This is an optimization exercise on Yosys and OpenROAD, whose aim is small area, not a production implementation.
In this exercise RTL edits were held to simulation tests only and were not proved equivalent to the original.
No activity file was given, so power comes from the tool's default toggle rates.

Design bqcore, start of the top module:
module bqcore (
    input  wire        clk,
    input  wire        rst,           
    input  wire        host_valid,
    input  wire        host_we,
    input  wire        host_size,     
    input  wire [6:0]  host_addr,
    input  wire [31:0] host_wdata,
    output reg         host_ack,
    output reg         host_err,
    output wire [31:0] host_rdata,
    output wire        treq_valid,
    output reg  [1:0]  treq_kind,     
    output wire [6:0]  treq_dev,
    output reg  [1:0]  treq_len,      
    output wire [23:0] treq_data,     
    output wire [15:0] treq_ms,       
    input  wire        trsp_valid,
    input  wire [1:0]  trsp_kind,     
    input  wire [15:0] trsp_data,     
    output wire        irq
);
    localparam [31:0] P_KEYS_RESET = 32'h36720414;
    localparam [6:0]  P_DEV_ADDR   = 7'h55;
    localparam [2:0] E_ILLEGAL = 3'd1, E_DOMAIN = 3'd2, E_RANGE = 3'd3,
                     E_BUS = 3'd4, E_TIMEOUT = 3'd5, E_ABORTED = 3'd6;
    reg        st_busy, st_done, st_ovr;
    reg [2:0]  st_errcode;
    reg [1:0]  ph_hi;           
    reg [2:0]  ph_lo;           
    reg [1:0]  st_sub;
  ...
Size: roughly 2,200 cells after synthesis, about 560 flip-flops, ~150 I/O pins.
export LEC_CHECK = 0
export CAP_MARGIN = 20
export CORE_MARGIN = 2
export CORE_UTILIZATION = 30
export PLACE_DENSITY = 0.45
export SLEW_MARGIN = 20
create_clock -name core_clock -period 10.0 [get_ports {clk}]
standard.sh (not shown) runs the stock make flow with config.mk's settings and CLKGATE_MAP_FILE= SYNTH_SCRIPT=/design/flow/synth_recipe.tcl, a recipe that flattens the netlist after the stock synthesis.
==> flow/flow/run.sh <==
#!/bin/bash
# Layout flow: the standard flow (standard.sh, unchanged synthesis) with
# three layout settings changed:
#  - ports are buffered with the smallest buffer (buf_1) instead of the
#    default clkdlybuf4s50_1; repair_design still resizes them where needed;
#  - clock tree synthesis inserts no dummy loads and uses larger sink
#    clusters, so fewer clock buffers are needed.
# Each tool's full output goes to the ORFS logs under orfs/logs/, and make's
# own output to standard.log in this folder.
set -euo pipefail
export BUFFER_PORTS_ARGS="-buffer_cell sky130_fd_sc_hd__buf_1"
export CTS_ARGS="-sink_clustering_enable -repair_clock_nets -dont_use_dummy_load -buf_list sky130_fd_sc_hd__clkbuf_8 -sink_clustering_size 16 -sink_clustering_max_diameter 80"
bash standard.sh > standard.log 2>&1
Rerun with:
--- a/flow/flow/run.sh
+++ b/flow/flow/run.sh
@@ -11,3 +11,3 @@
 export BUFFER_PORTS_ARGS="-buffer_cell sky130_fd_sc_hd__buf_1"
-export CTS_ARGS="-sink_clustering_enable -repair_clock_nets -dont_use_dummy_load -buf_list sky130_fd_sc_hd__clkbuf_8 -sink_clustering_size 16 -sink_clustering_max_diameter 80"
+export CTS_ARGS="-sink_clustering_enable -repair_clock_nets -dont_use_dummy_load -buf_list sky130_fd_sc_hd__clkbuf_8 -sink_clustering_size 20 -sink_clustering_max_diameter 50"
 bash standard.sh > standard.log 2>&1
CORE_UTILIZATION = 40   (was 30)
PLACE_DENSITY = 0.6   (was 0.45)
=>
- worst setup slack loses 0.11 ns
- first-iteration DRC count is higher by 30%
- synthesized cell count stays the same
- synthesized area does not change
- sequential cell count stays the same
- clock-buffer cell count climbs by 10
- cell area drops by about 0.75%
- wire length is lower by about 9%
- die area is lower by about 25%
- critical path depth stays the same
Rerun with:
--- a/flow/flow/run.sh
+++ b/flow/flow/run.sh
@@ -11,3 +11,3 @@
 export BUFFER_PORTS_ARGS="-buffer_cell sky130_fd_sc_hd__buf_1"
-export CTS_ARGS="-sink_clustering_enable -repair_clock_nets -dont_use_dummy_load -buf_list sky130_fd_sc_hd__clkbuf_8 -sink_clustering_size 20 -sink_clustering_max_diameter 50"
+export CTS_ARGS="-sink_clustering_enable -repair_clock_nets -dont_use_dummy_load -buf_list sky130_fd_sc_hd__clkbuf_8 -sink_clustering_size 16 -sink_clustering_max_diameter 80"
 bash standard.sh > standard.log 2>&1
CORE_UTILIZATION = 55   (was 40)
PLACE_DENSITY = 0.7   (was 0.6)
After rerunning: Design area went down by 1.7%; routed wire length went down by 5.5%; worst setup slack gains 0.15 ns; core utilization went up by 15 points; clock-buffer cell count went down by 12; synthesized cell count is unchanged; hold slack gains 0.031 ns; combinational power hardly moves.
Rerun with:
--- a/flow/flow/run.sh
+++ b/flow/flow/run.sh
@@ -11,3 +11,3 @@
 export BUFFER_PORTS_ARGS="-buffer_cell sky130_fd_sc_hd__buf_1"
-export CTS_ARGS="-sink_clustering_enable -repair_clock_nets -dont_use_dummy_load -buf_list sky130_fd_sc_hd__clkbuf_8 -sink_clustering_size 16 -sink_clustering_max_diameter 80"
+export CTS_ARGS="-sink_clustering_enable -repair_clock_nets -dont_use_dummy_load -buf_list sky130_fd_sc_hd__clkbuf_8 -sink_clustering_size 14 -sink_clustering_max_diameter 60"
 bash standard.sh > standard.log 2>&1
CORE_UTILIZATION = 40   (was 55)
PLACE_DENSITY = 0.6   (was 0.7)
Effect:
- cell area grows by about 1.6%
- wire length grows by about 6%
- area after synthesis does not change
- clock skew grows by 0.039 ns

* * *

Setup of lane 1:
bqcore again, from the RTL that the note above started with.
clock: 10.0 ns
lec_check: 0
cap_margin: 20
core_margin: 2
core_utilization: 40
place_density: 0.6
slew_margin: 20
==> flow/flow/run.sh <==
#!/bin/bash
# Layout flow: the standard flow (standard.sh, unchanged synthesis) with
# three layout settings changed:
#  - ports are buffered with the smallest buffer (buf_1) instead of the
#    default clkdlybuf4s50_1; repair_design still resizes them where needed;
#  - clock tree synthesis inserts no dummy loads and uses larger sink
#    clusters, so fewer clock buffers are needed.
# Each tool's full output goes to the ORFS logs under orfs/logs/, and make's
# own output to standard.log in this folder.
set -euo pipefail
export BUFFER_PORTS_ARGS="-buffer_cell sky130_fd_sc_hd__buf_1"
export CTS_ARGS="-sink_clustering_enable -repair_clock_nets -dont_use_dummy_load -buf_list sky130_fd_sc_hd__clkbuf_8 -sink_clustering_size 18 -sink_clustering_max_diameter 80"
bash standard.sh > standard.log 2>&1
The flow did not stop early for lane 1: all stages ran, and the layout cleared the timing, DRC and antenna checks.
[inputs] lane 2 vs lane 1
--- a/flow/flow/run.sh
+++ b/flow/flow/run.sh
@@ -10,4 +10,4 @@
 set -euo pipefail
 export BUFFER_PORTS_ARGS="-buffer_cell sky130_fd_sc_hd__buf_1"
-export CTS_ARGS="-sink_clustering_enable -repair_clock_nets -dont_use_dummy_load -buf_list sky130_fd_sc_hd__clkbuf_8 -sink_clustering_size 18 -sink_clustering_max_diameter 80"
+export CTS_ARGS="-sink_clustering_enable -repair_clock_nets -dont_use_dummy_load -buf_list sky130_fd_sc_hd__clkbuf_8 -sink_clustering_size 16 -sink_clustering_max_diameter 80"
 bash standard.sh > standard.log 2>&1
### Flow results
- Looking at lane 2 and lane 1, the vias after detailed routing is a wash.
- Changes observed in lane 2 relative to lane 1: final area shows no meaningful change; fraction of the cycle the final worst path needs shows an increase of 0.51 points; switching part of the total shows no meaningful change; layout overhead on the synthesized area shows an increase of 0.28 points; power consumption shows an increase of 1.3%.
- Going from lane 1 to lane 2, share of the core filled with cells in the final layout was more or less identical, final-layout clock-cell area share +0.24 points, wire length on met2 has increased.
- Sort lane 2 and lane 1 by CTS clock-pin slew for the worst setup and hold paths asc -> top: lane 2
Here is what was changed in the inputs of lane 3 compared with lane 2.
--- a/flow/flow/run.sh
+++ b/flow/flow/run.sh
@@ -10,4 +10,4 @@
 set -euo pipefail
 export BUFFER_PORTS_ARGS="-buffer_cell sky130_fd_sc_hd__buf_1"
-export CTS_ARGS="-sink_clustering_enable -repair_clock_nets -dont_use_dummy_load -buf_list sky130_fd_sc_hd__clkbuf_8 -sink_clustering_size 16 -sink_clustering_max_diameter 80"
+export CTS_ARGS="-sink_clustering_enable -repair_clock_nets -dont_use_dummy_load -buf_list sky130_fd_sc_hd__clkbuf_8 -sink_clustering_size 18 -sink_clustering_max_diameter 45"
 bash standard.sh > standard.log 2>&1
Findings:
- Lane 3 | stages: all done | timing, DRC, antenna: all pass
- [compare] base=lane 2 new=lane 3: CTS buffer count has increased, shortest period the worst path allows went down, layout-stage area growth over the synthesis result increased by 1.5 points relative to the old numbers, fmax now larger, total power picked up an extra 5.3%.
- Taking lane 2 as the reference, in lane 3 sum of routed wire length over all layers now sits higher; count of non-CTS buffers in the layout stayed essentially flat.

static timing again, ports no longer ideal:
No port has a modelled driver above. Below, the same layouts with a new extraction and two added sets of constraints. Step 1, drivers: a clkbuf_16 drives clk and a buf_2 each remaining input, both assumed. Step 2 also shifts input and output timing later by t, the mid clock arrival at the registers, as if the neighbouring blocks saw the same clock. a / b / c = no drivers / after step 1 / after step 2; a / b = the first two.
| run | t (ns) | setup slack, ns | hold slack, ns | clock arrival spread, ns | pins driven straight from the clock port |
|---|---|---|---|---|---|
| the first run of note 1 | 0.692 | 3.339 / 3.339 / 3.339 | 0.469 / 0.469 / 0.469 | 0.088 / 0.088 | 1 |
| the second run of note 1 | 0.731 | 3.232 / 3.232 / 3.232 | 0.435 / 0.435 / 0.435 | 0.117 / 0.117 | 1 |
| the third run of note 1 | 0.694 | 3.381 / 3.381 / 3.381 | 0.466 / 0.466 / 0.466 | 0.059 / 0.059 | 1 |
| the fourth run of note 1 | 0.714 | 3.302 / 3.302 / 3.302 | 0.445 / 0.445 / 0.445 | 0.098 / 0.098 | 1 |
| lane 1 | 0.704 | 3.246 / 3.246 / 3.246 | 0.467 / 0.467 / 0.467 | 0.076 / 0.076 | 1 |
| lane 2 | 0.696 | 3.195 / 3.195 / 3.195 | 0.469 / 0.469 / 0.469 | 0.086 / 0.086 | 1 |
| lane 3 | 0.727 | 3.232 / 3.232 / 3.232 | 0.456 / 0.456 / 0.456 | 0.099 / 0.100 | 1 |
After both steps setup and hold are still met in every run listed.
